This design comes from an exercise in tuning for small area, a short achievable clock period and few clock cycles on the open sky130 flow, not from production work. Only simulation tests tie the RTL to the original design; equivalence was not proved.

## build 52
## idealvm_alu
module idealvm_alu (
    input  wire        clk,
    input  wire        rst,         
    input  wire        start,
    input  wire [3:0]  op,          
    input  wire [63:0] a,           
    input  wire [63:0] b,           
    input  wire [15:0] imm,         
    input  wire [3:0]  flags_in,    
    output wire        ready,
    output wire        done,
    output reg  [63:0] result,      
    output reg  [63:0] rem,         
    output reg         rem_we,
    output reg  [3:0]  flags_out,
    output reg         fault
);
    localparam OP_AND  = 4'd0;
    localparam OP_OR   = 4'd1;
    localparam OP_XOR  = 4'd2;
    localparam OP_SHL  = 4'd3;
    localparam OP_SHR  = 4'd4;
    localparam OP_ADD  = 4'd5;
    localparam OP_SUB  = 4'd6;
    localparam OP_MUL  = 4'd7;
    localparam OP_SMUL = 4'd8;
    localparam OP_DIV  = 4'd9;
    localparam OP_SDIV = 4'd10;
    localparam OP_SSHR = 4'd11;
    reg  [63:0] a0;
    reg  [63:0] b0;
    reg  [1:0]  cv0;
    reg         v0;
    reg         sEX;    
    reg         sMS;    
    reg         sMF;    
    reg         sAL;    
    reg         sDS;    
    reg         sFX;    
    reg         rdy;
    reg         dn;
    reg  [4:0]  cnt;
    reg         mneg;         
    reg         negq, negr;
    reg         k_and, k_or, k_xor, k_shl, k_shr, k_sra, k_add, k_sub;
    reg         k_mul, k_div, k_sdiv;
    reg         r_sub, r_gate, r_shl;
    reg  [7:0]  al_sr;        
    assign ready = rdy;
    assign done  = dn;
    wire accept = start && rdy;
    wire ex      = sEX && v0;
    wire o_mul   = k_mul;
    wire o_div   = k_div;
    wire o_sdiv  = k_sdiv;
    wire o_add   = k_add;
    wire o_sub   = k_sub;
    wire ex_mul  = ex && o_mul;
    wire ex_div  = ex && o_div;
    wire in_muldiv = (op == OP_MUL) || (op == OP_SMUL) || (op == OP_DIV) || (op == OP_SDIV);
    wire [63:0] o2  = b0;
    wire gate_a  = r_gate;
    wire do_sub  = r_sub;
    wire [63:0] ax  = gate_a ? 64'd0 : a0;
    wire [63:0] bx  = b0 ^ {64{do_sub}};
    wire [65:0] as_w = {1'b0, ax, 1'b1} + {1'b0, bx, do_sub};
    wire [63:0] as  = as_w[64:1];
    wire        as_co = as_w[65];
    wire as_z = ((ax ^ bx) == {(ax[62:0] | bx[62:0]), do_sub});
    wire add_c = as_co;
    wire sub_c = ~as_co;
    wire        sh_l    = r_shl;
  ...
make LEC_CHECK=0 CAP_MARGIN=20 CORE_MARGIN=2 CORE_UTILIZATION=40 PLACE_DENSITY=0.6 SETUP_SLACK_MARGIN=5 SLEW_MARGIN=20 finish   # period 10.5 ns
run.sh (not shown) runs the stock make flow with config.mk's settings and CLKGATE_MAP_FILE= SYNTH_SCRIPT=/design/flow/synth_recipe.tcl, a recipe that flattens the netlist after the stock synthesis.
Testbench counts of build 52, summed over its fixed seeds: cycles 36,668.
Input changes introduced in build 38 (baseline for comparison: build 52):
-- flow/design.v --
<<< build 52, line 67
    wire [63:0] as  = as_w[64:1];
    wire        as_co = as_w[65];
    wire as_z = ((ax ^ bx) == {(ax[62:0] | bx[62:0]), do_sub});
    wire add_c = as_co;
    wire sub_c = ~as_co;
>>> build 38, line 67
    wire [63:0] as  = as_w[64:1];
    wire        as_co = as_w[65];
    wire as_z = (as == 64'd0);
    wire add_c = as_co;
    wire sub_c = ~as_co;
<<< build 52, line 101
                      ({64{k_xor}} & (a0 ^ o2)) |
                      ({64{k_shift}} & sh_out) |
                      ({64{k_mul && mswap}} & a0) |
                      ({64{(k_mul && !mswap) || (k_div && !sAL)}} & o2);
    wire [63:0] s1   = s1_as ? as : s1o;
    wire        s1_z = s1_as ? as_z : (s1o == 64'd0);
>>> build 38, line 101
                      ({64{k_xor}} & (a0 ^ o2)) |
                      ({64{k_shift}} & sh_out) |
                      ({64{k_div && !sAL}} & o2);
    wire [63:0] s1   = s1_as ? as : s1o;
    wire        s1_z = s1_as ? as_z : (s1o == 64'd0);
<<< build 52, line 122
    wire [63:0] r2 = (!mneg && result[2]) ? {mA[61:0], 2'b0} : 64'd0;
    wire [63:0] r3 = (!mneg && result[3]) ? {mA[60:0], 3'b0} : 64'd0;
    wire [127:0] c1 = csa(a0, b0, r0);
    wire [127:0] c2 = csa(r1, r2, r3);
    wire [127:0] c3 = csa(c1[63:0], c1[127:64], c2[63:0]);
    wire [127:0] c4 = csa(c3[63:0], c3[127:64], c2[127:64]);
    wire [63:0] m_s = c4[63:0];
    wire [63:0] m_c = {c4[127:65], mneg};
    wire [59:0] m_rest = result[63:4];
    wire m_rest0 = ~(|m_rest);
    wire m_rest1 = &m_rest;
>>> build 38, line 121
    wire [63:0] r2 = (!mneg && result[2]) ? {mA[61:0], 2'b0} : 64'd0;
    wire [63:0] r3 = (!mneg && result[3]) ? {mA[60:0], 3'b0} : 64'd0;
    wire [63:0] r4 = (!mneg && result[4]) ? {mA[59:0], 4'b0} : 64'd0;
    wire [127:0] c1 = csa(a0, b0, r0);
    wire [127:0] c2 = csa(r1, r2, r3);
    wire [127:0] c3 = csa(c1[63:0], c1[127:64], c2[63:0]);
    wire [127:0] c4 = csa(c3[63:0], c3[127:64], c2[127:64]);
    wire [127:0] c5 = csa(c4[63:0], c4[127:64], r4);
    wire [63:0] m_s = c5[63:0];
    wire [63:0] m_c = {c5[127:65], mneg};
    wire [58:0] m_rest = result[63:5];
    wire m_rest0 = ~(|m_rest);
    wire m_rest1 = &m_rest;
<<< build 52, line 182
    wire [6:0] lz_n = lz_a - {6'd0, n_neg && mask_a};
    wire [7:0] al_n = {1'b0, lz_b} - {7'd0, d_neg && mask_d} - {1'b0, lz_n};
    wire fast_early = al_n[7] && !n_neg;
    wire rdy_n = (nEX && !(accept && in_muldiv)) || nMF || nFX || (nAL && fast_early) ||
                 (nDS && !fix_need && (sAL ? (al_s[5:1] == 5'd0) : (cnt == 5'd1)));
>>> build 38, line 183
    wire [6:0] lz_n = lz_a - {6'd0, n_neg && mask_a};
    wire [7:0] al_n = {1'b0, lz_b} - {7'd0, d_neg && mask_d} - {1'b0, lz_n};
    wire fast_early = (lz_a > lz_b) && !n_neg;
    wire rdy_n = (nEX && !(accept && in_muldiv)) || nMF || nFX || (nAL && fast_early) ||
                 (nDS && !fix_need && (sAL ? (al_s[5:1] == 5'd0) : (cnt == 5'd1)));
<<< build 52, line 258
    always @(posedge clk) begin
        if (sMS) begin
            result <= {{4{result[63]}}, result[63:4]};
            rem    <= {rem[59:0], 4'd0};
        end else if (sDS) begin
            result <= dQn;
>>> build 38, line 259
    always @(posedge clk) begin
        if (sMS) begin
            result <= {{5{result[63]}}, result[63:5]};
            rem    <= {rem[58:0], 5'd0};
        end else if (sDS) begin
            result <= dQn;
<<< build 52, line 270
            rem    <= dT1[63:0] ^ {64{negr}};   
        end else begin
            result <= s1;
            rem    <= mswap ? o2 : a0;       
        end
>>> build 38, line 271
            rem    <= dT1[63:0] ^ {64{negr}};   
        end else begin
            result <= (sEX && k_mul) ? (mswap ? a0 : o2) : s1;    
            rem    <= mswap ? o2 : a0;       
        end
### Flow results
Build 38: done, clean on timing, DRC and antenna
Summary of the comparison: clock skew is higher in build 38, relative to build 52.
Build 38 falls short of build 52 in HPWL after detailed placement.
Comparing build 52 with build 38, the global-route usage came out essentially unchanged.
Setup slack of the most critical reg-to-reg path for build 38: 90 ps down relative to build 52
On minimum clock period after layout, build 38 does worse than build 52.
Build 38 vs build 52: synthesized cell count up by a few percent
Between build 38 and build 52, it is build 38 whose count of multi-input combinational gates is higher, by 400.
Cmp build 52 and build 38 / number of clock buffer instances in the layout / higher: build 52
Looking at complex-gate fraction of the synthesized area, build 38 sits 0.76 points higher than build 52 does.
Reported for build 52 and build 38, number of max-capacitance violations reported turned out identical to the last digit.
Testbench counts of build 38, summed over its fixed seeds: cycles 35,223.

==> separate check: timing with driven ports <==
How much do the figures lean on ideal ports? The routed layouts below were timed once more, with nothing changed but the port constraints. Step 1 assumes that a clkbuf_16 drives the clock port and a buf_2 every other input. Step 2, shift: input delay + t, output delay - t, t = (earliest + latest rising clock arrival at the registers) / 2. This alone moves slack from input paths to output paths. Slacks: ideal ports / drivers / drivers and shift; pairs: ideal ports / drivers.
| run | t (ns) | setup slack, ns | worst register clock-pin slew, ns |
|---|---|---|---|
| build 52 | 0.720 | 4.821 / 4.821 / 4.322 | 0.08 / 0.08 |
| build 38 | 0.718 | 4.726 / 4.726 / 4.307 | 0.08 / 0.08 |
After both steps setup and hold are still met in every run listed. For build 52, which loses most, drivers alone change the setup slack by 0.000 ns; drivers and shift together by -0.499 ns.
